From an optimization exercise on the open Yosys and OpenROAD flow, aimed at small area, a short achievable clock period and few clock cycles; shortcuts taken in it are not production practice. The RTL was checked by simulation tests, not by an equivalence proof against the original design. Power and IR drop assume default switching activity.

File: design/flow/flow/run.sh
#!/bin/bash
set -euo pipefail
bash standard.sh SETUP_SLACK_MARGIN=13 TNS_END_PERCENT=100 MATCH_CELL_FOOTPRINT=0 finish > standard_flow.log 2>&1
File: design/flow/standard.sh
#!/bin/bash
# synth_recipe.tcl (not shown) runs the flow's synth.tcl, then flattens the netlist and writes it again
# the make line also repeats each setting of config.mk as NAME=value (left out here)
make -C /OpenROAD-flow-scripts/flow DESIGN_CONFIG=/design/flow/config.mk WORK_HOME=/design/flow/orfs CLKGATE_MAP_FILE= SYNTH_SCRIPT=/design/flow/synth_recipe.tcl "${@:-finish}"
File: design/flow/config.mk
export PLATFORM = sky130hd
export DESIGN_NAME = luma12
export DESIGN_NICKNAME = luma12
export VERILOG_FILES = /design/flow/design.v
export SDC_FILE = /design/flow/constraint.sdc
export NUM_CORES = 4
export LEC_CHECK = 0
export ABC_AREA = 0
export CAP_MARGIN = 20
export CORE_MARGIN = 2
export CORE_UTILIZATION = 40
export SLEW_MARGIN = 20
File: design/flow/constraint.sdc
create_clock -name core_clock -period 18.0 [get_ports {clk}]
set_input_delay 3.6000 -clock core_clock [delete_from_list [all_inputs] [get_ports {clk}]]
set_output_delay 3.6000 -clock core_clock [all_outputs]
set_load 0.01 [all_outputs]
File: design/flow/design.v
module luma12 #(
    parameter integer P_MAX = 64
) (
    input  wire        clk,
    input  wire        rst_n,
    input  wire [25:0] paddr,
    input  wire        psel,
    input  wire        penable,
    input  wire        pwrite,
    input  wire [31:0] pwdata,
    input  wire [3:0]  pstrb,
    output wire [31:0] prdata,
    output wire        pready,
    output wire        pslverr,
    output wire        irq
);
    localparam integer IB_BYTES = 3 * P_MAX;
    localparam integer OB_BYTES = 2 * P_MAX;
    reg [31:0] ibw [0:IB_BYTES/4-1];    
    reg [31:0] obw [0:OB_BYTES/4-1];    
    reg        irq_en, meta_copy;
    reg        done, err, cmd_err;
    reg [1:0]  err_code;
    reg [7:0]  src_fmt;
    reg [15:0] width, height;
    reg [31:0] src_len, in_seq, in_sec, in_nsec;
    reg [15:0] out_w, out_h;
    reg [6:0]  out_n;
    reg [31:0] out_seq, out_sec, out_nsec;
    reg [31:0] frame_count, err_count;
    reg [33:0] hm_acc;
    reg [6:0]  hm_n;
    reg [4:0]  hm_cnt;
    wire       hm_done = hm_cnt[4];
    reg        eng_act;      
    reg [6:0]  eng_rp;       
    reg [5:0]  eng_ew;       
    reg [31:0] eng_w;        
    reg [31:16] eng_hold;    
    reg [6:0]  eng_np;       
    reg [5:0]  eng_p1;
    reg        eng_idle1;    
    reg        eng_v1;
    reg [17:0] eng_n;        
    reg [5:0]  eng_p2;
    reg        eng_v2;       
    wire        aligned = (paddr[1:0] == 2'b00);
    wire [1:0]  region  = paddr[25:24];
    wire [9:0]  reg_idx = paddr[11:2];
    wire reg_sel = (region == 2'b00) && (paddr[23:12] == 12'd0) && (reg_idx <= 10'd22);
    wire ib_sel  = (region == 2'b01) && (paddr[23:8] == 16'd0) && (paddr[7:0] < IB_BYTES);
    wire ob_sel  = (region == 2'b10) && (paddr[23:7] == 17'd0);
    wire bus_err = !aligned
                 | !(reg_sel | ib_sel | ob_sel)
                 | (reg_sel & pwrite & (pstrb != 4'hF));
    wire [4:0] ob_k = paddr[6:2];
    reg [31:0] rd1_q, rd2_q;
    reg        rv_q;       
    reg        err_q, rdy_q;
    reg        wib_q, wob_q;
    reg        w_ctrl_q, w_fmt_q, w_wid_q, w_hgt_q, w_len_q, w_seq_q, w_sec_q, w_nsec_q;
    reg        st_ok_q, st_err_q, clr_q, ill_q;
    reg [5:0]  a_q;
    reg [3:0]  s_q;
    reg [1:0]  chk_q;      
    reg        go_q;       
    wire fq;
    wire eng_go   = go_q;
    wire eng_used = eng_act | eng_go;
    wire ob_pending = eng_act & ({ob_k, 1'b1} >= eng_p2);
    wire is_cmd     = reg_sel & (reg_idx[4:0] == 5'd3);
    wire conflict   = (eng_act & (pwrite | (region == 2'b01)))
                    | ((region == 2'b10) & ob_pending)
                    | (pwrite & (region == 2'b00) & (paddr[6:2] == 5'd3) & !hm_done);
    assign fq = rst_n & psel & (!penable | !rdy_q) & !conflict;
    wire reg_w = pwrite & reg_sel & !bus_err;
    wire cmd_w = reg_w & (reg_idx[4:0] == 5'd3);
    wire [5:0]  ib_sel_w = eng_used ? eng_ew : paddr[7:2];
    reg  [31:0] ib_lo, ib_hi;            
    integer ri;
    always @(*) begin
        ib_lo = 32'd0;
        ib_hi = 32'd0;
        for (ri = 0; ri < IB_BYTES/8; ri = ri + 1) begin
            ib_lo = ib_lo | ({32{ib_sel_w == ri}} & ibw[ri]);
            ib_hi = ib_hi | ({32{ib_sel_w == ri + IB_BYTES/8}} & ibw[ri + IB_BYTES/8]);
        end
    end
    wire [31:0] ib_word = ib_lo | ib_hi;
    wire [4:0] ri5 = reg_idx[4:0];
    wire [31:0] reg_rd =
          ({32{ri5 == 5'd0}}  & 32'h4C554D41)
        | ({32{ri5 == 5'd1}}  & 32'h00010000)
        | ({32{ri5 == 5'd2}}  & {30'd0, meta_copy, irq_en})
        | ({32{ri5 == 5'd4}}  & {20'd0, 2'b00, err_code, 4'd0, cmd_err, err, done, 1'b0})
        | ({32{ri5 == 5'd5}}  & {24'd0, src_fmt})
        | ({32{ri5 == 5'd6}}  & {16'd0, width})
        | ({32{ri5 == 5'd7}}  & {16'd0, height})
        | ({32{ri5 == 5'd8}}  & src_len)
        | ({32{ri5 == 5'd9}}  & in_seq)
        | ({32{ri5 == 5'd10}} & in_sec)
        | ({32{ri5 == 5'd11}} & in_nsec)
        | ({32{ri5 == 5'd12}} & 32'h00000010)
        | ({32{ri5 == 5'd13}} & {16'd0, out_w})
        | ({32{ri5 == 5'd14}} & {16'd0, out_h})
        | ({32{ri5 == 5'd15}} & {15'd0, out_w, 1'b0})
        | ({32{ri5 == 5'd16}} & {24'd0, out_n, 1'b0})
        | ({32{ri5 == 5'd17}} & out_seq)
        | ({32{ri5 == 5'd18}} & out_sec)
        | ({32{ri5 == 5'd19}} & out_nsec)
        | ({32{ri5 == 5'd20}} & frame_count)
        | ({32{ri5 == 5'd21}} & err_count)
        | ({32{ri5 == 5'd22}} & P_MAX);
    reg  [31:0] ob_rd;
    always @(*) begin
        ob_rd = 32'd0;
        for (ri = 0; ri < OB_BYTES/4; ri = ri + 1)
            ob_rd = ob_rd | ({32{ob_k == ri}} & obw[ri]);
    end
    wire        r_ib  = (region == 2'b01) & !eng_used;
    wire        r_reg = (region == 2'b00);
    wire        r_ob  = (region == 2'b10);
    wire [31:0] rd_p1 = ({32{r_ib}} & ib_lo) | ({32{r_reg}} & reg_rd);
    wire [31:0] rd_p2 = ({32{r_ib}} & ib_hi) | ({32{r_ob}} & ob_rd);
    wire bad_fmt = (src_fmt != 8'h01);
    wire bad_len = ({2'b00, src_len} != hm_acc);
    wire bad_cap = (hm_acc > 34'd192);    
    wire [1:0] chk = bad_fmt ? 2'd1 : bad_len ? 2'd2 : bad_cap ? 2'd3 : 2'd0;
    always @(posedge clk) begin
        rd1_q  <= rd_p1;
        rd2_q  <= rd_p2;
        rv_q   <= !pwrite & !bus_err;
        err_q  <= bus_err;
        rdy_q  <= !conflict;
        wib_q  <= fq & pwrite & ib_sel & !bus_err;
        wob_q  <= fq & pwrite & ob_sel & !bus_err;
        w_ctrl_q <= fq & reg_w & (reg_idx[4:0] == 5'd2);
        w_fmt_q  <= fq & reg_w & (reg_idx[4:0] == 5'd5);
        w_wid_q  <= fq & reg_w & (reg_idx[4:0] == 5'd6);
        w_hgt_q  <= fq & reg_w & (reg_idx[4:0] == 5'd7);
        w_len_q  <= fq & reg_w & (reg_idx[4:0] == 5'd8);
        w_seq_q  <= fq & reg_w & (reg_idx[4:0] == 5'd9);
        w_sec_q  <= fq & reg_w & (reg_idx[4:0] == 5'd10);
        w_nsec_q <= fq & reg_w & (reg_idx[4:0] == 5'd11);
        st_ok_q  <= fq & cmd_w & (pwdata == 32'd1) & (chk == 2'd0);
        st_err_q <= fq & cmd_w & (pwdata == 32'd1) & (chk != 2'd0);
        clr_q    <= fq & cmd_w & (pwdata == 32'd2);
        ill_q    <= fq & cmd_w & (pwdata > 32'd3);
        a_q    <= paddr[7:2];
        s_q    <= pstrb;
        chk_q  <= chk;
        go_q   <= fq & cmd_w & (pwdata == 32'd1) & (chk == 2'd0) & (hm_n != 7'd0);
    end
    assign prdata  = {32{rv_q}} & (rd1_q | rd2_q);
    assign pslverr = err_q;
    assign pready  = rdy_q;
    wire ib_wr  = wib_q;
    wire ob_wr  = wob_q;
    wire [31:0] d_q = pwdata;
    function [17:0] wsum;        
        input [23:0] p;
        reg [7:0] b, g, r;
        begin
            b = p[7:0];
            g = p[15:8];
            r = p[23:16];
            wsum = {b, 6'd0} + {b, 5'd0} + {b, 4'd0} + {b, 1'd0}
                 + {g, 9'd0} + {g, 6'd0} + {g, 3'd0} + {g, 1'd0} + g
                 + {r, 8'd0} + {r, 5'd0} + {r, 3'd0} + {r, 1'd0} + r
                 + 18'd500;
        end
    endfunction
    function [7:0] div1000;      
        input [17:0] n;
        reg [35:0] q;
        begin
            q = {n, 16'd0} + {n, 10'd0} + {n, 9'd0} + {n, 5'd0} + {n, 2'd0} + n;
            div1000 = q[33:26];
        end
    endfunction
    wire [7:0] y = div1000(eng_n);
    wire [4:0]  wb_word = eng_act ? eng_p2[5:1] : a_q[4:0];
    wire [31:0] wb_data = eng_act ? {2{4'd0, y, 4'd0}} : d_q;
    wire [3:0]  wb_be   = eng_act ? ({4{eng_v2}} & (eng_p2[0] ? 4'b1100 : 4'b0011))
                                  : ({4{ob_wr}} & s_q);
    integer j;
    always @(posedge clk) begin
        for (j = 0; j < 4; j = j + 1) begin
            if (ib_wr && s_q[j]) ibw[a_q][8*j +: 8] <= d_q[8*j +: 8];
            if (wb_be[j])        obw[wb_word][8*j +: 8] <= wb_data[8*j +: 8];
        end
    end
    reg [23:0] eng_pix;
    always @(*) begin
        case (eng_p1[1:0])
            2'd0: eng_pix = eng_idle1 ? ibw[0][23:0] : eng_w[23:0];
            2'd1: eng_pix = {eng_w[15:0], eng_hold[31:24]};
            2'd2: eng_pix = {eng_w[7:0], eng_hold[31:16]};
            default: eng_pix = eng_w[31:8];
        endcase
    end
    always @(posedge clk) begin
        if (eng_used && eng_rp[1:0] != 2'd3) begin
            eng_w    <= ib_word;
            eng_hold <= eng_idle1 ? ibw[0][31:16] : eng_w[31:16];
        end
        eng_idle1 <= !eng_used;
        eng_p1  <= eng_used ? eng_rp[5:0] : 6'd0;
        eng_n   <= wsum(eng_pix);
        eng_p2  <= eng_p1;
    end
    wire fetch = eng_used & (eng_go ? (hm_n != 7'd1) : (eng_rp != eng_np));
    always @(posedge clk) begin
        if (!rst_n) begin
            irq_en      <= 1'b0;
            meta_copy   <= 1'b1;
            done        <= 1'b0;
            err         <= 1'b0;
            cmd_err     <= 1'b0;
            err_code    <= 2'd0;
            src_fmt     <= 8'd0;
            width       <= 16'd0;
            height      <= 16'd0;
            src_len     <= 32'd0;
            in_seq      <= 32'd0;
            in_sec      <= 32'd0;
            in_nsec     <= 32'd0;
            out_w       <= 16'd0;
            out_h       <= 16'd0;
            out_n       <= 7'd0;
            out_seq     <= 32'd0;
            out_sec     <= 32'd0;
            out_nsec    <= 32'd0;
            frame_count <= 32'd0;
            err_count   <= 32'd0;
            hm_acc      <= 34'd0;
            hm_n        <= 7'd0;
            hm_cnt      <= 5'd16;
            eng_act     <= 1'b0;
            eng_rp      <= 7'd1;
            eng_ew      <= 6'd1;
            eng_np      <= 7'd0;
            eng_v1      <= 1'b0;
            eng_v2      <= 1'b0;
        end else begin
            if (w_ctrl_q) begin irq_en <= d_q[0]; meta_copy <= d_q[1]; end
            if (w_fmt_q)  src_fmt <= d_q[7:0];
            if (w_wid_q)  width   <= d_q[15:0];
            if (w_hgt_q)  height  <= d_q[15:0];
            if (w_len_q)  src_len <= d_q;
            if (w_seq_q)  in_seq  <= d_q;
            if (w_sec_q)  in_sec  <= d_q;
            if (w_nsec_q) in_nsec <= d_q;
            if (w_wid_q || w_hgt_q) begin
                hm_cnt <= 5'd0;
                hm_acc <= 34'd0;
                hm_n   <= 7'd0;
            end else if (!hm_done) begin
                hm_cnt <= hm_cnt + 5'd1;
                hm_acc <= {hm_acc[32:0], 1'b0} + (height[~hm_cnt[3:0]] ? ({18'd0, width} + {17'd0, width, 1'b0}) : 34'd0);
                hm_n   <= {hm_n[5:0], 1'b0} + (height[~hm_cnt[3:0]] ? width[6:0] : 7'd0);
            end
            if (st_err_q) begin
                done      <= 1'b0;
                err       <= 1'b1;
                err_code  <= chk_q;
                err_count <= err_count + 32'd1;
            end
            if (st_ok_q) begin
                done     <= 1'b0;
                err      <= 1'b0;
                err_code <= 2'd0;
                begin
                    done        <= 1'b1;
                    out_w       <= width;
                    out_h       <= height;
                    out_n       <= hm_n;
                    out_seq     <= meta_copy ? in_seq  : 32'd0;
                    out_sec     <= meta_copy ? in_sec  : 32'd0;
                    out_nsec    <= meta_copy ? in_nsec : 32'd0;
                    frame_count <= frame_count + 32'd1;
                end
            end
            if (clr_q) begin
                done     <= 1'b0;
                err      <= 1'b0;
                err_code <= 2'd0;
                cmd_err  <= 1'b0;
            end
            if (ill_q) begin
                cmd_err <= 1'b1;
            end
            eng_v1 <= fetch;
            eng_v2 <= eng_v1 | eng_go;
            if (eng_go) begin
                eng_act <= 1'b1;
                eng_np  <= hm_n;
            end else if (eng_act && !fetch && !eng_v1) begin
                eng_act <= 1'b0;
            end
            if (fetch) begin
                eng_rp <= eng_rp + 7'd1;
                if (eng_rp[1:0] != 2'd3) eng_ew <= eng_ew + 6'd1;
            end else if (eng_act && !eng_v1) begin
                eng_rp <= 7'd1;
                eng_ew <= 6'd1;
            end
        end
    end
    assign irq = irq_en & (done | err);
endmodule
==> flow_metrics.env, run 1 <==
export IMPL_cts_tree="yes"
export IMPL_p_leak_nw=52.8
export IMPL_num_vias=91300
export IMPL_r2r_cells=18
export IMPL_finClkSkew_ns=0.0523
export IMPL_cp_num_buf_inv=5
export IMPL_post_drt_wl_per_cell_microns=37.5
export IMPL_combPwrFrac=0.048
export IMPL_grt_usage=0.307
export IMPL_drt_pass1_iterations=10
export IMPL_synth_compound_area_frac=0.118
export IMPL_synth_area_leaders="edfxtp_1 (62%), dfxtp_1 (9.0%), a22oi_1 (5.1%)"
export IMPL_cellPowerDensity_nw_per_um2=97.0
export IMPL_first_global_vias=84900
export IMPL_synth_area_sq_um=126000
export IMPL_postSynthAreaPerCell_sq_um=14.7
export IMPL_layout_min_cycle_time_ns=5.71
export IMPL_wl_mm=522
export IMPL_power_share_sequential=0.522
export IMPL_synth_edf_count=2608
export IMPL_ys_warn_count=1
export IMPL_slew_violations=0
export IMPL_grt_remaining_overflow=0
export IMPL_tightestPinTransition_ns=1.29
export IMPL_htreeDepth=5
export IMPL_hpwl_mm=296
export IMPL_grt_max_degree=79
export IMPL_total_power_mw=15.3
export IMPL_synth_ff_latch_count=3175
export IMPL_yosys_top_cells_count="edfxtp_1 (2,608), a22oi_1 (866), nor2_1 (749), dfxtp_1 (567), clkbuf_1 (424)"
export IMPL_synth_xor_area_frac=0.0107
export IMPL_hold_start="eng_p1[3]"
export IMPL_setup_tns_ns=0
export IMPL_synth_most_common_cell="edfxtp_1"
export IMPL_die_area_sq_um=321000
export IMPL_insertion_delay_ns=0.92
export IMPL_utilization=0.500
export IMPL_drive_gt1_frac=0.245
export IMPL_crit_slowest_cell="a222oi_1"
export IMPL_synth_simple_area_share=0.0761
export IMPL_die_height_microns=566
export IMPL_hold_class="flip-flop to flip-flop"
export IMPL_r2r_start="ibw[0][9]"
export IMPL_synthMuxAreaShare=0.0280
export IMPL_path_class="primary input to flip-flop"
export IMPL_gp_congestion=0.925
export IMPL_synth_flop_cell="edfxtp_1"
export IMPL_switching_share=0.226
export IMPL_period_share=0.317
export IMPL_hold_path_endpoint="eng_p2[3]"
export IMPL_antenna_found_initial=33
export IMPL_initial_core_util=0.402
export IMPL_grt_pass1_wl_mm=691
export IMPL_portBuffers=101
export IMPL_ys_seq_area_frac=0.709
export IMPL_async_reset_ff_frac=0
export IMPL_status="complete, no violations"
export IMPL_drv_cap=0
export IMPL_p_switching_mw=3.45
export IMPL_clockBufferDepth=4
export IMPL_cp_arrival_ns=6.35
export IMPL_max_stage_delay_ns=0.68
export IMPL_crit_path_start_kind="primary input"
export IMPL_synth_cell_types=82
export IMPL_pin_count=102
export IMPL_drcViolationCount=0
export IMPL_max_freq_mhz=175
export IMPL_route_antenna_remaining_nets=0
export IMPL_rows=206
export IMPL_ctsHoldBuffers=0
export IMPL_synth_fa_ha_area_frac=0.0363
export IMPL_synth_top_family_by_area="compound AO/OA/AOI/OAI gates"
export IMPL_pwr_share_clk=0.430
export IMPL_yosysTopAreaCell="edfxtp_1"
export IMPL_cpMostUsedCell="buf_12"
export IMPL_timing_critical_path_cells="buf_12 -> or4b_4 -> o21a_4 -> buf_12 -> buf_6 -> nor3_4 -> buf_12 -> buf_16 -> a222oi_1 -> nand3_1 -> or4_4 -> or2_1"
export IMPL_irDropWorstVdd_uv=77.6
export IMPL_end_kind="flip-flop"
export IMPL_viasPerCell=6.56
export IMPL_clk_pin_slew_ns=0.06
export IMPL_intPower_mw=11.8
export IMPL_required_ns=18.65
export IMPL_finalSetupViolCount=0
export IMPL_die_w_microns=566
export IMPL_hold_violations=0
export IMPL_r2r_end="eng_n[16]"
export IMPL_area_growth_pct=24.5
export IMPL_syn_nets=8968
export IMPL_root_buffer="clkbuf_16"
export IMPL_core_area_sq_um=315000
export IMPL_synth_cells=8613
export IMPL_rsz0062_at_grt="true"
export IMPL_r2r_setup_slack_ns=12.30
export IMPL_synth_top_area_frac=0.619
export IMPL_drtIter0Drc=17100
export IMPL_nets=9839
export IMPL_cts_sinks=3175
export IMPL_max_slew_margin=0.137
export IMPL_hold_path_cell_count=0
export IMPL_cpLargestDelayFamily="simple AND/OR/NAND/NOR gates"
export IMPL_cts_buffers=322
export IMPL_cp_max_fo=7
-- cell families (layout without fill, tap and decap cells) --
group	after synthesis	count (layout)
buffers and inverters	712	1832
AO/OA/AOI/OAI	1972	1972
adder cells (fa/ha/maj)	288	288
multiplexers	312	312
other	0	20
flip-flops	3175	3175
XOR/XNOR	154	154
AND/OR/NAND/NOR	2000	2000
-- routing by layer --
metal | up-vias | track usage | wire length (microns)
met3 | 1769 | 0.0957 | 78800
met2 | 7929 | 0.451 | 222000
li1 | 35600 | - | -
met1 | 45900 | 0.396 | 180000
met4 | 40 | 0.192 | 40400
met5 | - | 0.00164 | 490
-- layout make-up --
class,instances,area (sq um)
fill,25600,157000
sequential,3175,89700
multi-input combinational,4726,38700
timing repair buffer,1073,12900
clock buffer,432,8830
tap,4160,5200
clock inverter,141,1190
inverter,184,754
antenna,20,50.0
timing repair inverter,2,22.5
-- stage by stage --
step                hold slack (ns)  instances  instance area [sq um]  setup slack [ns]
floorplan                     0.310       8613                 128000             12.19
global placement              0.313      12700                 135000              9.06
detailed placement            0.318      12700                 135000              8.98
CTS                           0.333      13700                 154000             12.29
global route                  0.336      13900                 157000             12.09
finish                        0.330      13900                 157000             12.29
-- repair_timing --
item | 4_1_cts | 5_1_grt
resized for setup | 1043 | 338
hold endpoints to repair | 0 | 0
buffers inserted | 376 | 156
pin swaps | 238 | 260
gates cloned | 56 | 24
setup endpoints to repair | 873 | 615
-- worst max-delay path by stage --
stage / end / slack, ns / cells past startpoint / start
after floorplan: go_q / 12.19 / 8 / paddr[12]
after global placement: eng_w[24] / 9.06 / 10 / paddr[4]
after detailed placement: eng_w[24] / 8.98 / 10 / paddr[4]
after CTS: eng_n[15] / 12.29 / 21 / eng_idle1
after global routing: eng_n[15] / 12.09 / 21 / eng_idle1
final: eng_w[18] / 12.29 / 12 / paddr[6]
-- flip-flops by register name, summed over array words and instances (netlist names), 16 cells and up --
| signal | count |
|---|---|
| ibw | 1536 |
| obw | 1024 |
| hm_acc | 34 |
| eng_w | 32 |
| err_count | 32 |
| frame_count | 32 |
| in_nsec | 32 |
| in_sec | 32 |
| in_seq | 32 |
| out_nsec | 32 |
| out_sec | 32 |
| out_seq | 32 |
| rd1_q | 32 |
| rd2_q | 32 |
| src_len | 32 |
| eng_n | 18 |
| eng_hold | 16 |
| height | 16 |
| out_h | 16 |
| out_w | 16 |
| width | 16 |
-- power by group through the flow --
stage | clock network, mW | registers [mW] | logic [mW]
2_1_floorplan | 0 | 8.11 | 0.210
3_3_place_gp | 0 | 8.13 | 0.514
3_5_place_dp | 0 | 8.13 | 0.524
4_1_cts | 6.53 | 7.97 | 0.651
5_1_grt | 6.83 | 7.97 | 0.734
6_report | 6.56 | 7.97 | 0.740
-- placed cells by master, fill, tap and decap left out, types with 59 or more instances in the layout --
master and count:
a21oi_1 217, a221oi_1 170, a221oi_2 59, a22o_1 256, a22oi_1 674, a22oi_2 192, buf_12 180, buf_4 505
buf_6 201, clkbuf_1 78, clkbuf_16 392, dfxtp_1 546, edfxtp_1 2608, fa_1 126, ha_1 154, inv_1 162
mux2i_1 228, nand2_1 235, nand3_1 154, nand4_1 193, nor2_1 653, nor2b_1 108, nor3_1 139, nor3_4 61
o21ai_0 60, xnor2_1 71, xor2_1 80
Testbench counts, summed over its fixed seeds: cycles 12,698.
==> run 2: changes to the inputs <==
--- a/design/flow/design.v
+++ b/design/flow/design.v
@@ -21,13 +21,29 @@
     reg        irq_en, meta_copy;
     reg        done, err, cmd_err;
     reg [1:0]  err_code;
-    reg [7:0]  src_fmt;
-    reg [15:0] width, height;
-    reg [31:0] src_len, in_seq, in_sec, in_nsec;
-    reg [15:0] out_w, out_h;
-    reg [6:0]  out_n;
-    reg [31:0] out_seq, out_sec, out_nsec;
-    reg [31:0] frame_count, err_count;
+    reg [7:0]  src_fmt_r;
+    reg [15:0] width_r, height_r;
+    reg [31:0] src_len_r, in_seq_r, in_sec_r, in_nsec_r;
+    reg [15:0] out_w_r, out_h_r;
+    reg [6:0]  out_n_r;
+    reg [31:0] out_seq_r, out_sec_r, out_nsec_r;
+    reg [31:0] frame_count_r, err_count_r;
+    reg        fmt_v, wid_v, hgt_v, len_v, seq_v, sec_v, nsec_v, out_v, fc_v, ec_v;
+    wire [7:0]  src_fmt     = {8{fmt_v}}  & src_fmt_r;
+    wire [15:0] width       = {16{wid_v}} & width_r;
+    wire [15:0] height      = {16{hgt_v}} & height_r;
+    wire [31:0] src_len     = {32{len_v}} & src_len_r;
+    wire [31:0] in_seq      = {32{seq_v}} & in_seq_r;
+    wire [31:0] in_sec      = {32{sec_v}} & in_sec_r;
+    wire [31:0] in_nsec     = {32{nsec_v}} & in_nsec_r;
+    wire [15:0] out_w       = {16{out_v}} & out_w_r;
+    wire [15:0] out_h       = {16{out_v}} & out_h_r;
+    wire [6:0]  out_n       = {7{out_v}}  & out_n_r;
+    wire [31:0] out_seq     = {32{out_v}} & out_seq_r;
+    wire [31:0] out_sec     = {32{out_v}} & out_sec_r;
+    wire [31:0] out_nsec    = {32{out_v}} & out_nsec_r;
+    wire [31:0] frame_count = {32{fc_v}}  & frame_count_r;
+    wire [31:0] err_count   = {32{ec_v}}  & err_count_r;
     reg [33:0] hm_acc;
     reg [6:0]  hm_n;
     reg [4:0]  hm_cnt;
@@ -39,7 +55,7 @@
     reg [31:16] eng_hold;    
     reg [6:0]  eng_np;       
     reg [5:0]  eng_p1;
-    reg        eng_idle1;    
+    reg [4:0]  eng_ph;       
     reg        eng_v1;
     reg [17:0] eng_n;        
     reg [5:0]  eng_p2;
@@ -190,21 +206,38 @@
             if (wb_be[j])        obw[wb_word][8*j +: 8] <= wb_data[8*j +: 8];
         end
     end
-    reg [23:0] eng_pix;
-    always @(*) begin
-        case (eng_p1[1:0])
-            2'd0: eng_pix = eng_idle1 ? ibw[0][23:0] : eng_w[23:0];
-            2'd1: eng_pix = {eng_w[15:0], eng_hold[31:24]};
-            2'd2: eng_pix = {eng_w[7:0], eng_hold[31:16]};
-            default: eng_pix = eng_w[31:8];
-        endcase
+    always @(posedge clk) begin
+        if (w_fmt_q)  src_fmt_r <= d_q[7:0];
+        if (w_wid_q)  width_r   <= d_q[15:0];
+        if (w_hgt_q)  height_r  <= d_q[15:0];
+        if (w_len_q)  src_len_r <= d_q;
+        if (w_seq_q)  in_seq_r  <= d_q;
+        if (w_sec_q)  in_sec_r  <= d_q;
+        if (w_nsec_q) in_nsec_r <= d_q;
+        if (st_err_q) err_count_r <= err_count + 32'd1;
+        if (st_ok_q) begin
+            out_w_r       <= width;
+            out_h_r       <= height;
+            out_n_r       <= hm_n;
+            out_seq_r     <= meta_copy ? in_seq  : 32'd0;
+            out_sec_r     <= meta_copy ? in_sec  : 32'd0;
+            out_nsec_r    <= meta_copy ? in_nsec : 32'd0;
+            frame_count_r <= frame_count + 32'd1;
+        end
     end
+    wire [23:0] eng_pix = ({24{eng_ph[4]}} & ibw[0][23:0])
+                        | ({24{eng_ph[0]}} & eng_w[23:0])
+                        | ({24{eng_ph[1]}} & {eng_w[15:0], eng_hold[31:24]})
+                        | ({24{eng_ph[2]}} & {eng_w[7:0], eng_hold[31:16]})
+                        | ({24{eng_ph[3]}} & eng_w[31:8]);
     always @(posedge clk) begin
         if (eng_used && eng_rp[1:0] != 2'd3) begin
             eng_w    <= ib_word;
-            eng_hold <= eng_idle1 ? ibw[0][31:16] : eng_w[31:16];
+            eng_hold <= eng_ph[4] ? ibw[0][31:16] : eng_w[31:16];
         end
-        eng_idle1 <= !eng_used;
+        eng_ph    <= {!eng_used,
+                      eng_used & (eng_rp[1:0] == 2'd3), eng_used & (eng_rp[1:0] == 2'd2),
+                      eng_used & (eng_rp[1:0] == 2'd1), eng_used & (eng_rp[1:0] == 2'd0)};
         eng_p1  <= eng_used ? eng_rp[5:0] : 6'd0;
         eng_n   <= wsum(eng_pix);
         eng_p2  <= eng_p1;
@@ -218,21 +251,16 @@
             err         <= 1'b0;
             cmd_err     <= 1'b0;
             err_code    <= 2'd0;
-            src_fmt     <= 8'd0;
-            width       <= 16'd0;
-            height      <= 16'd0;
-            src_len     <= 32'd0;
-            in_seq      <= 32'd0;
-            in_sec      <= 32'd0;
-            in_nsec     <= 32'd0;
-            out_w       <= 16'd0;
-            out_h       <= 16'd0;
-            out_n       <= 7'd0;
-            out_seq     <= 32'd0;
-            out_sec     <= 32'd0;
-            out_nsec    <= 32'd0;
-            frame_count <= 32'd0;
-            err_count   <= 32'd0;
+            fmt_v       <= 1'b0;
+            wid_v       <= 1'b0;
+            hgt_v       <= 1'b0;
+            len_v       <= 1'b0;
+            seq_v       <= 1'b0;
+            sec_v       <= 1'b0;
+            nsec_v      <= 1'b0;
+            out_v       <= 1'b0;
+            fc_v        <= 1'b0;
+            ec_v        <= 1'b0;
             hm_acc      <= 34'd0;
             hm_n        <= 7'd0;
             hm_cnt      <= 5'd16;
@@ -244,13 +272,13 @@
             eng_v2      <= 1'b0;
         end else begin
             if (w_ctrl_q) begin irq_en <= d_q[0]; meta_copy <= d_q[1]; end
-            if (w_fmt_q)  src_fmt <= d_q[7:0];
-            if (w_wid_q)  width   <= d_q[15:0];
-            if (w_hgt_q)  height  <= d_q[15:0];
-            if (w_len_q)  src_len <= d_q;
-            if (w_seq_q)  in_seq  <= d_q;
-            if (w_sec_q)  in_sec  <= d_q;
-            if (w_nsec_q) in_nsec <= d_q;
+            if (w_fmt_q)  fmt_v  <= 1'b1;
+            if (w_wid_q)  wid_v  <= 1'b1;
+            if (w_hgt_q)  hgt_v  <= 1'b1;
+            if (w_len_q)  len_v  <= 1'b1;
+            if (w_seq_q)  seq_v  <= 1'b1;
+            if (w_sec_q)  sec_v  <= 1'b1;
+            if (w_nsec_q) nsec_v <= 1'b1;
             if (w_wid_q || w_hgt_q) begin
                 hm_cnt <= 5'd0;
                 hm_acc <= 34'd0;
@@ -264,7 +292,7 @@
                 done      <= 1'b0;
                 err       <= 1'b1;
                 err_code  <= chk_q;
-                err_count <= err_count + 32'd1;
+                ec_v      <= 1'b1;
             end
             if (st_ok_q) begin
                 done     <= 1'b0;
@@ -272,13 +300,8 @@
                 err_code <= 2'd0;
                 begin
                     done        <= 1'b1;
-                    out_w       <= width;
-                    out_h       <= height;
-                    out_n       <= hm_n;
-                    out_seq     <= meta_copy ? in_seq  : 32'd0;
-                    out_sec     <= meta_copy ? in_sec  : 32'd0;
-                    out_nsec    <= meta_copy ? in_nsec : 32'd0;
-                    frame_count <= frame_count + 32'd1;
+                    out_v       <= 1'b1;
+                    fc_v        <= 1'b1;
                 end
             end
             if (clr_q) begin
--- a/design/flow/config.mk
+++ b/design/flow/config.mk
@@ -8,5 +8,7 @@
 export ABC_AREA = 0
 export CAP_MARGIN = 20
 export CORE_MARGIN = 2
-export CORE_UTILIZATION = 40
+export CORE_UTILIZATION = 50
+export CTS_CLUSTER_DIAMETER = 70
+export CTS_CLUSTER_SIZE = 22
 export SLEW_MARGIN = 20
==> flow_metrics.env, run 2 <==
export IMPL_instances_no_fill=12600
export IMPL_portBuffers=101
export IMPL_dpl_cell_area_sq_um=135000
export IMPL_rows=185
export IMPL_drt_pass1_iterations=12
export IMPL_pwr_share_clk=0.342
export IMPL_async_reset_ff_frac=0
export IMPL_hold_class="flip-flop to flip-flop"
export IMPL_clockBufferDepth=3
export IMPL_synth_most_common_cell="edfxtp_1"
export IMPL_irDropWorstVdd_uv=113
export IMPL_r2r_setup_slack_ns=12.40
export IMPL_synth_edf_count=2975
export IMPL_synth_xor_area_frac=0.00919
export IMPL_dr_wl_met3_mm=83.2
export IMPL_synth_compound_area_frac=0.119
export IMPL_die_w_microns=509
export IMPL_hold_violations=0
export IMPL_synth_area_sq_um=128000
export IMPL_synth_flop_cell="edfxtp_1"
export IMPL_first_global_vias=82800
export IMPL_drcViolationCount=0
export IMPL_largest_registers="ibw (1536), obw (1024), hm_acc (34)"
export IMPL_grt_remaining_overflow=0
export IMPL_drive_gt1_frac=0.231
export IMPL_seq_area_sq_um=93700
export IMPL_layout_commonest_cell="edfxtp_1"
export IMPL_layout_min_cycle_time_ns=5.79
export IMPL_cts_sinks=3188
export IMPL_r2r_cells=19
export IMPL_pin_count=102
export IMPL_cts_buffers=181
export IMPL_die_area_sq_um=260000
export IMPL_top_register="ibw"
export IMPL_largest_reg_flops=1536
export IMPL_post_drt_wl_per_cell_microns=41.9
export IMPL_synth_simple_area_share=0.0763
export IMPL_final_cell_mix="edfxtp_1 (2,975), a22oi_1 (770), buf_4 (561), nor2_1 (383), nand2_1 (329)"
export IMPL_end_kind="flip-flop"
export IMPL_hold_path_endpoint="eng_p2[5]"
export IMPL_cp_arrival_ns=6.47
export IMPL_nets=9447
export IMPL_finClkSkew_ns=0.0807
export IMPL_postSynthAreaPerCell_sq_um=15.5
export IMPL_synth_cell_types=93
export IMPL_synth_top_area_frac=0.699
export IMPL_crit_path_start_kind="primary input"
export IMPL_fin_worst_hold_slack_ns=0.335
export IMPL_required_ns=18.69
export IMPL_slew_violations=0
export IMPL_ctsHoldBuffers=0
export IMPL_wl_met2_mm=221
export IMPL_multi_input_area_sq_um=35800
export IMPL_combPwrFrac=0.054
export IMPL_synth_top_family_by_area="compound AO/OA/AOI/OAI gates"
export IMPL_highest_layer="met5"
export IMPL_route_antenna_remaining_nets=0
export IMPL_clk_pin_slew_ns=0.09
export IMPL_initial_core_util=0.503
export IMPL_ys_warn_count=1
export IMPL_p_leak_nw=51.0
export IMPL_synth_area_leaders="edfxtp_1 (70%), a22oi_1 (5.4%), dfxtp_1 (3.3%)"
export IMPL_viasPerCell=7.16
export IMPL_htreeDepth=4
export IMPL_synthMuxAreaShare=0.00422
export IMPL_num_vias=90300
export IMPL_setup_tns_ns=0
export IMPL_p_switching_mw=3.09
export IMPL_drtIter0Drc=18800
export IMPL_grt_max_degree=98
export IMPL_power_share_sequential=0.604
export IMPL_hold_path_cell_count=0
export IMPL_stdcell_area_sq_um=153000
export IMPL_wl_mm=529
export IMPL_hpwl_mm=308
export IMPL_r2r_end="eng_n[14]"
export IMPL_drt_met1_wl_mm=177
export IMPL_tightestPinTransition_ns=1.36
export IMPL_rsz0062_at_grt="true"
export IMPL_drv_cap=0
export IMPL_root_buffer="clkbuf_16"
export IMPL_syn_nets=8605
export IMPL_grt_pass1_wl_mm=701
export IMPL_synth_cells=8247
export IMPL_insertion_delay_ns=0.95
export IMPL_die_height_microns=509
export IMPL_gp_congestion=0.946
export IMPL_cp_max_fo=17
export IMPL_status="complete, no violations"
export IMPL_ys_seq_area_frac=0.733
export IMPL_period_share=0.321
export IMPL_place_inst=11700
export IMPL_utilization=0.602
export IMPL_grt_usage=0.397
export IMPL_r2r_start="eng_w[11]"
export IMPL_synth_ff_latch_count=3188
export IMPL_yosysTopAreaCell="edfxtp_1"
export IMPL_cts_tree="yes"
export IMPL_path_class="primary input to flip-flop"
export IMPL_fill_cells=18800
export IMPL_core_area_sq_um=254000
export IMPL_finalSetupViolCount=0
export IMPL_max_freq_mhz=173
export IMPL_synth_fa_ha_area_frac=0.0362
export IMPL_intPower_mw=10.3
export IMPL_area_growth_pct=19.7
export IMPL_hold_start="eng_p1[5]"
export IMPL_max_slew_margin=0.0930
export IMPL_antenna_found_initial=30
export IMPL_switching_share=0.230
export IMPL_cellPowerDensity_nw_per_um2=87.8
export IMPL_yosys_top_cells_count="edfxtp_1 (2,975), a22oi_1 (913), nor2_1 (473), nand2_1 (370), clkbuf_1 (316)"
-- run 2: worst max-delay path: stages --
cell and delay (ns):
buf_12 0.11, buf_12 0.14, buf_6 0.12, or4b_4 0.20, buf_4 0.11, o21ai_2 0.05
buf_6 0.24, nand2_1 0.44, nor2_1 0.12, a21oi_1 0.22, nand4_1 0.16, or4_4 0.67
or2_1 0.27
-- run 2: cell families (layout without fill, tap and decap cells) --
| group | after synthesis | after routing |
|---|---|---|
| flip-flops | 3188 | 3188 |
| buffers and inverters | 681 | 1644 |
| adder cells (fa/ha/maj) | 291 | 291 |
| multiplexers | 49 | 51 |
| AND/OR/NAND/NOR | 1916 | 1916 |
| AO/OA/AOI/OAI | 1988 | 1990 |
| other | 0 | 27 |
| XOR/XNOR | 134 | 134 |
-- run 2: worst max-delay path by stage --
stage | startpoint | endpoint | slack (ns) | depth (start not counted)
floorplan | paddr[4] | eng_w[22] | 12.26 | 9
global placement | paddr[4] | rd1_q[21] | 9.95 | 9
detailed placement | paddr[4] | rd1_q[21] | 9.96 | 11
CTS | rv_q | prdata[30] | 12.27 | 5
global route | eng_w[11] | eng_n[17] | 12.19 | 19
finish | paddr[6] | eng_w[7] | 12.21 | 13
-- run 2: what timing repair did --
action / in CTS / in global routing
cloned: 62 / 8
setup buffers: 441 / 96
endpoints found under the setup margin: 662 / 534
gates resized for setup: 1129 / 254
pin swaps: 290 / 189
-- run 2: stage by stage --
step	total power, mW	worst slack (ns)
final	13.4	12.21
after global routing	13.6	12.19
after CTS	13.3	12.27
after detailed placement	8.80	9.96
after global placement	8.79	9.95
after floorplan	8.47	12.26
-- run 2: layout make-up --
cell class,instances,area share
timing repair buffer,1106,0.0822
tap,3366,0.0275
multi-input combinational,4382,0.234
sequential,3188,0.613
inverter,230,0.00570
clock inverter,77,0.00580
clock buffer,231,0.0315
antenna,27,0.000442
-- run 2: power groups by stage --
stage	Combinational (mW)	Clock [mW]	Sequential, mW
4_1_cts	0.653	4.56	8.10
3_3_place_gp	0.519	0	8.27
2_1_floorplan	0.206	0	8.26
6_report	0.725	4.59	8.11
3_5_place_dp	0.527	0	8.27
5_1_grt	0.716	4.82	8.11
-- run 2: per-layer routing --
layer | up-vias | track usage
met2 | 8534 | 0.564
met1 | 45200 | 0.514
met3 | 1888 | 0.144
met5 | - | 0.00475
met4 | 20 | 0.262
li1 | 34600 | -
Testbench counts of run 2, summed over its fixed seeds: cycles 12,698.
==> run 3: changes to the inputs <==
--- a/design/flow/config.mk
+++ b/design/flow/config.mk
@@ -8,7 +8,5 @@
 export ABC_AREA = 0
 export CAP_MARGIN = 20
 export CORE_MARGIN = 2
-export CORE_UTILIZATION = 50
-export CTS_CLUSTER_DIAMETER = 70
-export CTS_CLUSTER_SIZE = 22
+export CORE_UTILIZATION = 40
 export SLEW_MARGIN = 20
==> flow_metrics.env, run 3 <==
export IMPL_instances_no_fill=13800
export IMPL_cp_num_buf_inv=3
export IMPL_first_global_vias=85600
export IMPL_path_class="flip-flop to output pin"
export IMPL_drt_pass1_iterations=9
export IMPL_rsz0062_at_grt="true"
export IMPL_nets=9649
export IMPL_cpLargestDelayFamily="buffers and inverters"
export IMPL_intPower_mw=12.3
export IMPL_antenna_found_initial=59
export IMPL_die_height_microns=569
export IMPL_top_register="ibw"
export IMPL_post_drt_wl_per_cell_microns=40.2
export IMPL_grt_remaining_overflow=0
export IMPL_period_share=0.321
export IMPL_ys_warn_count=1
export IMPL_hpwl_mm=311
export IMPL_combPwrFrac=0.048
export IMPL_synth_xor_area_frac=0.00919
export IMPL_slew_violations=0
export IMPL_stdcell_area_sq_um=161000
export IMPL_p_switching_mw=3.57
export IMPL_insertion_delay_ns=0.99
export IMPL_clockBufferDepth=4
export IMPL_layout_min_cycle_time_ns=5.77
export IMPL_seq_area_sq_um=93700
export IMPL_synth_most_common_cell="edfxtp_1"
export IMPL_cts_sinks=3188
export IMPL_gp_congestion=0.947
export IMPL_synth_cell_types=93
export IMPL_crit_path_start_kind="flip-flop"
export IMPL_largest_registers="ibw (1536), obw (1024), hm_acc (34)"
export IMPL_synth_flop_cell="edfxtp_1"
export IMPL_async_reset_ff_frac=0
export IMPL_route_antenna_remaining_nets=0
export IMPL_pin_count=102
export IMPL_core_area_sq_um=318000
export IMPL_finalSetupViolCount=0
export IMPL_hold_class="flip-flop to flip-flop"
export IMPL_postSynthAreaPerCell_sq_um=15.5
export IMPL_ys_seq_area_frac=0.733
export IMPL_cp_max_fo=4
export IMPL_hold_violations=0
export IMPL_synth_top_family_by_area="compound AO/OA/AOI/OAI gates"
export IMPL_irDropWorstVdd_uv=74.2
export IMPL_status="complete, no violations"
export IMPL_num_vias=92200
export IMPL_drive_gt1_frac=0.262
export IMPL_area_growth_pct=26.0
export IMPL_ctsHoldBuffers=0
export IMPL_synth_area_sq_um=128000
export IMPL_synth_simple_area_share=0.0763
export IMPL_max_slew_margin=0.0848
export IMPL_cellPowerDensity_nw_per_um2=98.4
export IMPL_cp_arrival_ns=2.17
export IMPL_yosysTopAreaCell="edfxtp_1"
export IMPL_drcViolationCount=0
export IMPL_clk_pin_slew_ns=0.06
export IMPL_dpl_cell_area_sq_um=136000
export IMPL_initial_core_util=0.402
export IMPL_synthMuxAreaShare=0.00422
export IMPL_crit_slowest_cell="dfxtp_4"
export IMPL_power_share_sequential=0.513
export IMPL_grt_usage=0.325
export IMPL_pwr_share_clk=0.439
export IMPL_p_leak_nw=54.3
export IMPL_synth_ff_latch_count=3188
export IMPL_cts_tree="yes"
export IMPL_viasPerCell=6.69
export IMPL_finClkSkew_ns=0.0742
export IMPL_grt_max_degree=171
export IMPL_portBuffers=101
export IMPL_final_cell_mix="edfxtp_1 (2,975), a22oi_1 (753), buf_4 (548), clkbuf_16 (401), nor2_1 (368)"
export IMPL_rows=207
export IMPL_required_ns=14.40
export IMPL_cts_buffers=333
export IMPL_fill_cells=25500
export IMPL_max_freq_mhz=173
export IMPL_setup_tns_ns=0
export IMPL_wl_mm=553
export IMPL_synth_edf_count=2975
export IMPL_grt_pass1_wl_mm=723
export IMPL_die_w_microns=569
export IMPL_root_buffer="clkbuf_16"
export IMPL_place_inst=12500
export IMPL_synth_compound_area_frac=0.119
export IMPL_largest_reg_flops=1536
export IMPL_drtIter0Drc=19100
export IMPL_synth_fa_ha_area_frac=0.0362
export IMPL_end_kind="output pin"
export IMPL_switching_share=0.225
export IMPL_htreeDepth=5
export IMPL_synth_cells=8247
export IMPL_tightestPinTransition_ns=1.37
export IMPL_syn_nets=8605
export IMPL_timing_critical_path_cells="buf_12 -> buf_12 -> o21a_4 -> buf_6"
export IMPL_multi_input_area_sq_um=36400
export IMPL_synth_area_leaders="edfxtp_1 (70%), a22oi_1 (5.4%), dfxtp_1 (3.3%)"
export IMPL_synth_top_area_frac=0.699
export IMPL_layout_commonest_cell="edfxtp_1"
export IMPL_drv_cap=0
export IMPL_die_area_sq_um=324000
export IMPL_cpMostUsedCell="buf_12"
export IMPL_yosys_top_cells_count="edfxtp_1 (2,975), a22oi_1 (913), nor2_1 (473), nand2_1 (370), clkbuf_1 (316)"
export IMPL_max_stage_delay_ns=0.43
==> run 3: changes by cell type in the layout (fill, tap and decap cells not counted), sizes merged <==
cell and delta:
clkbuf +193, clkinv +95, buf +41, bufinv +24, diode +11, inv -9
clkinvlp +4, clkdlybuf4s50 +3, mux2 -1
==> run 3: area by class of cell <==
class,instances,area share
repair buffers,1157,0.0859
diodes,38,0.000591
flip-flops and latches,3188,0.582
clock inverters,191,0.0118
multi-input cells,4381,0.226
clock buffers,417,0.0553
inverters,230,0.00540
well taps,4180,0.0325
==> run 3: path summary, 6_finish.rpt <==
kind,from,endpoint,slack [ns],depth (start not counted)
worst min-delay path,eng_p1[4],eng_p2[4],0.33,0
worst max-delay path,rv_q,prdata[23],12.23,4
worst max register to register,eng_w[0],eng_n[17],12.47,16
worst min register to register,eng_p1[4],eng_p2[4],0.33,0
==> run 3: what timing repair did <==
item / CTS / global route
buffers inserted: 440 / 157
gates cloned: 63 / 17
gates resized for setup: 1210 / 329
pin swaps: 292 / 295
endpoints found under the setup margin: 654 / 583
==> run 3: worst register-to-register path: cells and delay by family (launching register included) <==
family	cells	cell delay, ns
adder cells (fa/ha/maj)	6	2.82
buffers and inverters	2	0.31
flip-flops	1	0.65
AO/OA/AOI/OAI	4	0.86
XOR/XNOR	1	0.15
AND/OR/NAND/NOR	3	0.62
==> run 3: routing by layer <==
metal,vias up,GRT usage,wire [microns]
li1,35200,-,-
met4,48,0.232,50100
met5,-,0.00134,1040
met1,46100,0.397,181000
met2,8660,0.475,234000
met3,2169,0.120,86900
==> run 3: cell families after synthesis <==
logic type,count (synthesis)
compound gates,1988
xor+xnor,134
fa+ha+maj,291
buf+inv,681
flops,3188
mux,49
simple gates,1916
==> run 3: power groups by stage <==
stage / combinational (mW) / sequential (mW) / clock, mW
floorplan: 0.206 / 8.26 / 0
global placement: 0.523 / 8.28 / 0
detailed placement: 0.535 / 8.28 / 0
CTS: 0.662 / 8.12 / 6.91
global route: 0.748 / 8.12 / 7.22
finish: 0.759 / 8.12 / 6.96
==> run 3: metrics by stage <==
stage | util | hold slack [ns] | power (mW) | setup slack [ns]
after floorplan | - | 0.310 | 8.47 | 12.26
after global placement | 0.428 | 0.311 | 8.80 | 9.74
after detailed placement | 0.429 | 0.312 | 8.81 | 9.57
after CTS | 0.495 | 0.326 | 15.7 | 12.25
after global routing | 0.506 | 0.331 | 16.1 | 12.25
final | 0.506 | 0.327 | 15.8 | 12.23
==> run 4: changes to the inputs <==
==> design/flow/flow/run.sh (replaced) <==
#!/bin/bash
set -euo pipefail
bash standard.sh SETUP_SLACK_MARGIN=12.4 TNS_END_PERCENT=100 MATCH_CELL_FOOTPRINT=0 finish > standard_flow.log 2>&1
--- a/design/flow/config.mk
+++ b/design/flow/config.mk
@@ -8,5 +8,7 @@
 export ABC_AREA = 0
 export CAP_MARGIN = 20
 export CORE_MARGIN = 2
-export CORE_UTILIZATION = 40
+export CORE_UTILIZATION = 50
+export CTS_CLUSTER_DIAMETER = 70
+export CTS_CLUSTER_SIZE = 22
 export SLEW_MARGIN = 20
==> flow_metrics.env, run 4 <==
export IMPL_status="complete, no violations"
export IMPL_top_register="ibw"
export IMPL_insertion_delay_ns=0.93
export IMPL_ys_seq_area_frac=0.733
export IMPL_wl_mm=479
export IMPL_gp_congestion=0.953
export IMPL_largest_registers="ibw (1536), obw (1024), hm_acc (34)"
export IMPL_cp_num_buf_inv=5
export IMPL_r2r_setup_slack_ns=12.42
export IMPL_r2r_start="eng_w[26]"
export IMPL_multi_input_area_sq_um=33600
export IMPL_grt_remaining_overflow=0
export IMPL_hpwl_mm=304
export IMPL_portBuffers=101
export IMPL_drv_cap=0
export IMPL_htreeDepth=4
export IMPL_synth_edf_count=2975
export IMPL_hold_class="flip-flop to flip-flop"
export IMPL_cellPowerDensity_nw_per_um2=92.7
export IMPL_yosys_top_cells_count="edfxtp_1 (2,975), a22oi_1 (913), nor2_1 (473), nand2_1 (370), clkbuf_1 (316)"
export IMPL_cts_buffers=181
export IMPL_die_area_sq_um=260000
export IMPL_required_ns=14.40
export IMPL_startpoint="rv_q"
export IMPL_tightestPinTransition_ns=1.27
export IMPL_finalSetupViolCount=0
export IMPL_period_share=0.325
export IMPL_r2r_cells=21
export IMPL_largest_reg_flops=1536
export IMPL_ctsHoldBuffers=0
export IMPL_initial_core_util=0.503
export IMPL_slew_violations=0
export IMPL_area_growth_pct=12.6
export IMPL_grt_pass1_wl_mm=648
export IMPL_timing_critical_path_cells="buf_12 -> clkbuf_16 -> buf_6 -> buf_12 -> o21a_4 -> buf_6"
export IMPL_core_area_sq_um=254000
export IMPL_fill_cells=19700
export IMPL_viasPerCell=6.97
export IMPL_cpLargestDelayFamily="buffers and inverters"
export IMPL_path_class="flip-flop to output pin"
export IMPL_clockBufferDepth=3
export IMPL_crit_path_start_kind="flip-flop"
export IMPL_finClkSkew_ns=0.0892
export IMPL_layout_min_cycle_time_ns=5.85
export IMPL_hold_violations=0
export IMPL_route_antenna_remaining_nets=0
export IMPL_synth_top_area_frac=0.699
export IMPL_cp_max_fo=6
export IMPL_max_slew_margin=0.147
export IMPL_postSynthAreaPerCell_sq_um=15.5
export IMPL_cts_tree="yes"
export IMPL_synth_cell_types=93
export IMPL_async_reset_ff_frac=0
export IMPL_yosysTopAreaCell="edfxtp_1"
export IMPL_final_cell_mix="edfxtp_1 (2,975), a22oi_1 (895), buf_4 (429), nor2_1 (389), nand2_1 (345)"
export IMPL_drcViolationCount=0
export IMPL_first_global_vias=78800
export IMPL_max_freq_mhz=171
export IMPL_root_buffer="clkbuf_16"
export IMPL_irDropWorstVdd_uv=115
export IMPL_grt_max_degree=99
export IMPL_synth_ff_latch_count=3188
export IMPL_ys_warn_count=1
export IMPL_rsz0062_at_grt="true"
export IMPL_syn_nets=8605
export IMPL_end_kind="output pin"
export IMPL_synth_area_sq_um=128000
export IMPL_place_inst=11600
export IMPL_die_height_microns=509
export IMPL_grt_usage=0.364
export IMPL_rows=185
export IMPL_drt_pass1_iterations=10
export IMPL_nets=8968
export IMPL_post_drt_wl_per_cell_microns=39.5
export IMPL_drive_gt1_frac=0.149
export IMPL_cp_arrival_ns=2.25
export IMPL_path_depth=6
export IMPL_crit_slowest_cell="dfxtp_4"
export IMPL_instances_no_fill=12100
export IMPL_cts_sinks=3188
export IMPL_p_leak_nw=47.1
export IMPL_antenna_found_initial=37
export IMPL_r2r_end="eng_n[17]"
export IMPL_max_stage_delay_ns=0.43
export IMPL_clk_pin_slew_ns=0.09
export IMPL_synth_cells=8247
export IMPL_die_w_microns=509
export IMPL_num_vias=84600
export IMPL_synth_most_common_cell="edfxtp_1"
export IMPL_setup_tns_ns=0
export IMPL_drtIter0Drc=16400
export IMPL_synth_flop_cell="edfxtp_1"
export IMPL_cp_endpoint="prdata[7]"
export IMPL_seq_area_sq_um=93600
export IMPL_layout_commonest_cell="edfxtp_1"
export IMPL_synth_area_leaders="edfxtp_1 (70%), a22oi_1 (5.4%), dfxtp_1 (3.3%)"
export IMPL_pin_count=102
export IMPL_fin_worst_hold_slack_ns=0.321
## run 4: cell count changes in the layout (fill, tap and decap cells not counted), moves of 55 or more
cell / before / now
clkbuf_16: 401 / 188
buf_12: 209 / 31
a22oi_1: 753 / 895
a22oi_2: 162 / 20
buf_6: 220 / 85
buf_4: 548 / 429
clkinv_1: 60 / 4
a221oi_1: 116 / 171
## run 4: worst min-delay path by stage
stage | from | end | slack, ns | cells past startpoint
2_1_floorplan | eng_p1[0] | eng_p2[0] | 0.31 | 0
3_3_place_gp | eng_p1[3] | eng_p2[3] | 0.31 | 0
3_5_place_dp | eng_p1[1] | eng_p2[1] | 0.31 | 0
4_1_cts | eng_p1[1] | eng_p2[1] | 0.32 | 0
5_1_grt | eng_p1[1] | eng_p2[1] | 0.33 | 0
6_report | eng_p1[1] | eng_p2[1] | 0.32 | 0
## run 4: cells by family (layout without fill, tap and decap cells)
group | after synthesis | count (layout) | synth area share
fa+ha+maj | 291 | 291 | 0.0362
simple gates | 1916 | 1916 | 0.0763
xor+xnor | 134 | 134 | 0.00919
mux | 49 | 49 | 0.00422
flops | 3188 | 3188 | 0.733
other cells | 0 | 18 | 0
buf+inv | 681 | 1183 | 0.0221
compound gates | 1988 | 1988 | 0.119
## run 4: worst register-to-register path: cells and delay by family, from the launching register on
family          cells  cell delay, ns
fa+ha+maj           6            2.72
compound gates      7            1.27
buf+inv             4            0.39
flops               1            0.57
simple gates        3            0.26
xor+xnor            1            0.21
## run 4: metal layers
layer  share of wire  track usage
met2            0.43        0.533
met4           0.065        0.192
met5         0.00030            0
met1            0.36        0.490
met3            0.15        0.112
## run 4: metrics by stage
step | setup WS, ns | util | instance area, sq um | power (mW)
global placement | 9.62 | 0.530 | 135000 | 8.78
floorplan | 12.26 | - | 128000 | 8.47
CTS | 12.15 | 0.563 | 143000 | 13.3
finish | 12.15 | 0.566 | 144000 | 13.3
detailed placement | 9.61 | 0.531 | 135000 | 8.79
global route | 12.16 | 0.566 | 144000 | 13.6
## run 4: cell type report
type                    count  share of cell area
well taps                3366              0.0293
clock buffers             259              0.0344
repair buffers            631              0.0391
clock inverters            63             0.00623
diodes                     18            0.000313
inverters                 230             0.00601
multi-input cells        4378               0.234
flip-flops and latches   3188               0.651
## run 4: report_power, final
part           switching, mW  internal (mW)  leakage [nW]
registers             0.0218           8.09          28.3
clock network           2.53           2.10          2.81
logic                  0.444          0.145          15.9
total                   3.00           10.3          47.1
## run 4: timing repair
action                     in CTS  in global routing
setup endpoints to repair     195                180
pin swaps                      62                 43
resized for setup             417                118
buffers inserted              118                 22
cloned                          3                  0
==> run 5: changes to the inputs <==
--- a/design/flow/config.mk
+++ b/design/flow/config.mk
@@ -8,7 +8,7 @@
 export ABC_AREA = 0
 export CAP_MARGIN = 20
 export CORE_MARGIN = 2
-export CORE_UTILIZATION = 50
+export CORE_UTILIZATION = 58
 export CTS_CLUSTER_DIAMETER = 70
 export CTS_CLUSTER_SIZE = 22
 export SLEW_MARGIN = 20
==> flow_metrics.env, run 5 <==
export IMPL_nets=9048
export IMPL_cp_arrival_ns=2.33
export IMPL_final_cell_mix="edfxtp_1 (2,975), a22oi_1 (894), buf_4 (480), nor2_1 (391), nand2_1 (344)"
export IMPL_route_antenna_remaining_nets=0
export IMPL_ys_warn_count=1
export IMPL_drtIter0Drc=16700
export IMPL_required_ns=14.40
export IMPL_finalSetupViolCount=0
export IMPL_r2r_start="eng_w[11]"
export IMPL_grt_usage=0.427
export IMPL_wl_mm=488
export IMPL_setup_tns_ns=0
export IMPL_async_reset_ff_frac=0
export IMPL_tightestPinTransition_ns=1.27
export IMPL_cp_max_fo=7
export IMPL_synth_ff_latch_count=3188
export IMPL_cts_tree="yes"
export IMPL_pin_count=102
export IMPL_crit_path_start_kind="flip-flop"
export IMPL_hold_violations=0
export IMPL_largest_reg_flops=1536
export IMPL_gp_congestion=0.952
export IMPL_rsz0062_at_grt="true"
export IMPL_period_share=0.329
export IMPL_irDropWorstVdd_uv=97.1
export IMPL_grt_pass1_wl_mm=654
export IMPL_finClkSkew_ns=0.0373
export IMPL_cellPowerDensity_nw_per_um2=91.6
export IMPL_end_kind="output pin"
export IMPL_slew_violations=0
export IMPL_cts_buffers=177
export IMPL_layout_min_cycle_time_ns=5.93
export IMPL_drcViolationCount=0
export IMPL_rows=172
export IMPL_num_vias=86100
export IMPL_largest_registers="ibw (1536), obw (1024), hm_acc (34)"
export IMPL_cts_sinks=3188
export IMPL_ctsHoldBuffers=0
export IMPL_yosys_top_cells_count="edfxtp_1 (2,975), a22oi_1 (913), nor2_1 (473), nand2_1 (370), clkbuf_1 (316)"
export IMPL_clockBufferDepth=3
export IMPL_status="complete, no violations"
export IMPL_die_height_microns=473
export IMPL_post_drt_wl_per_cell_microns=41.8
export IMPL_viasPerCell=7.37
export IMPL_postSynthAreaPerCell_sq_um=15.5
export IMPL_synth_area_leaders="edfxtp_1 (70%), a22oi_1 (5.4%), dfxtp_1 (3.3%)"
export IMPL_drv_cap=0
export IMPL_r2r_end="eng_n[15]"
export IMPL_instances_no_fill=11700
export IMPL_die_w_microns=473
export IMPL_r2r_setup_slack_ns=12.42
export IMPL_layout_commonest_cell="edfxtp_1"
export IMPL_drt_pass1_iterations=8
export IMPL_path_class="flip-flop to output pin"
export IMPL_hold_class="flip-flop to flip-flop"
export IMPL_startpoint="rv_q"
export IMPL_synth_cells=8247
export IMPL_cp_endpoint="prdata[0]"
export IMPL_grt_max_degree=97
export IMPL_root_buffer="clkbuf_16"
export IMPL_first_global_vias=79500
export IMPL_core_area_sq_um=219000
export IMPL_synth_top_area_frac=0.699
export IMPL_die_area_sq_um=224000
export IMPL_ys_seq_area_frac=0.733
export IMPL_grt_remaining_overflow=0
export IMPL_antenna_found_initial=36
export IMPL_htreeDepth=4
export IMPL_insertion_delay_ns=0.88
export IMPL_clk_pin_slew_ns=0.09
export IMPL_drive_gt1_frac=0.157
export IMPL_portBuffers=101
export IMPL_yosysTopAreaCell="edfxtp_1"
export IMPL_syn_nets=8605
export IMPL_place_inst=11200
export IMPL_synth_cell_types=93
export IMPL_p_leak_nw=47.6
export IMPL_synth_area_sq_um=128000
export IMPL_area_growth_pct=12.7
export IMPL_hpwl_mm=297
export IMPL_initial_core_util=0.583
export IMPL_max_slew_margin=0.152
export IMPL_fin_worst_hold_slack_ns=0.331
export IMPL_max_freq_mhz=169
export IMPL_synth_edf_count=2975
export IMPL_r2r_cells=19
export IMPL_synth_most_common_cell="edfxtp_1"
export IMPL_top_register="ibw"
export IMPL_synth_flop_cell="edfxtp_1"
-- run 5: cell counts after synthesis --
Identical to the previous run, type by type.
-- run 5: through the flow --
stage	worst slack, ns	util	total power, mW	cell area [sq um]
2_1_floorplan	12.26	-	8.47	128000
3_3_place_gp	9.69	0.612	8.79	134000
3_5_place_dp	9.72	0.613	8.80	134000
4_1_cts	12.05	0.650	13.1	143000
5_1_grt	12.08	0.656	13.4	144000
6_report	12.07	0.657	13.2	144000
-- run 5: report_power, final --
group	internal (mW)	leakage, nW	switching, mW	total, mW
combinational	0.161	16.6	0.472	0.632
sequential	8.09	28.3	0.0203	8.11
clock	1.97	2.63	2.48	4.45
total	10.2	47.6	2.97	13.2
-- run 5: cell families after synthesis --
logic type,share of synthesized area
xor gates and xnor gates,0.00919
muxes,0.00422
DFF,0.733
buffers and inverters,0.0221
and+or+nand+nor,0.0763
AOI/OAI and AO/OA,0.119
adders and majority gates,0.0362
-- run 5: worst min-delay path by stage --
stage	from	cells past startpoint	slack, ns	end
after floorplan	eng_p1[0]	0	0.31	eng_p2[0]
after global placement	eng_p1[2]	0	0.32	eng_p2[2]
after detailed placement	eng_p1[2]	0	0.31	eng_p2[2]
after CTS	eng_p1[2]	0	0.33	eng_p2[2]
after global routing	eng_p1[2]	0	0.34	eng_p2[2]
final	eng_p1[2]	0	0.33	eng_p2[2]
-- run 5: critical path: stages (launching register included) --
cell             delay (ns)
dfxtp_4                0.47
buf_12                 0.19
o21a_4                 0.23
clkdlybuf4s50_1        0.56
-- run 5: layout make-up --
cell class / count / area [sq um]
flip-flops and latches: 3188 / 93600
fillers: 15500 / 75300
multi-input cells: 4385 / 33900
repair buffers: 708 / 6530
clock buffers: 231 / 4770
well taps: 2871 / 3590
inverters: 230 / 868
clock inverters: 56 / 652
diodes: 22 / 55.1
-- run 5: per-layer routing --
metal,track usage,wire length [microns]
met5,0,199
met4,0.238,36100
met3,0.134,73900
met2,0.613,207000
met1,0.583,171000
-- run 5: what timing repair did --
action,4_1_cts,5_1_grt
endpoints found under the hold margin,0,0
cloned,11,11
pin swaps,65,68
setup endpoints to repair,311,307
gates resized for setup,357,127
setup buffers,122,78

-- static timing again, ports no longer ideal --
The flow's constraints put no driver on any port. The routed layouts listed below were extracted and timed again, unchanged, in two steps.
Step 1 (the two cells are an assumption about what drives the block):
set clk [get_ports {clk}]
set_driving_cell -lib_cell sky130_fd_sc_hd__clkbuf_16 $clk
set_driving_cell -lib_cell sky130_fd_sc_hd__buf_2 [delete_from_list [all_inputs] $clk]
Step 2 also shifts input and output timing later by t, the mid clock arrival at the registers, as if the neighbouring blocks saw the same clock.
Three values: ideal ports, drivers, drivers and shift; two values: the first two.
| run | t (ns) | setup WS [ns] | hold slack, ns | worst setup path after step 2 | pins driven straight from the clock port |
|---|---|---|---|---|---|
| run 1 | 1.006 | 12.293 / 12.194 / 11.188 | 0.330 / 0.330 / 0.330 | input to register | 1 |
| run 2 | 1.012 | 12.215 / 12.107 / 11.194 | 0.335 / 0.335 / 0.335 | input to register | 1 |
| run 3 | 1.063 | 12.229 / 12.123 / 11.250 | 0.327 / 0.327 / 0.327 | input to register | 1 |
| run 4 | 0.970 | 12.153 / 12.068 / 11.352 | 0.321 / 0.321 / 0.321 | input to register | 1 |
| run 5 | 0.961 | 12.073 / 11.976 / 11.262 | 0.331 / 0.331 / 0.331 | input to register | 1 |
After both steps every run listed still meets setup and hold. For run 1, which loses most, drivers alone change the setup slack by -0.099 ns; drivers and shift together by -1.105 ns.
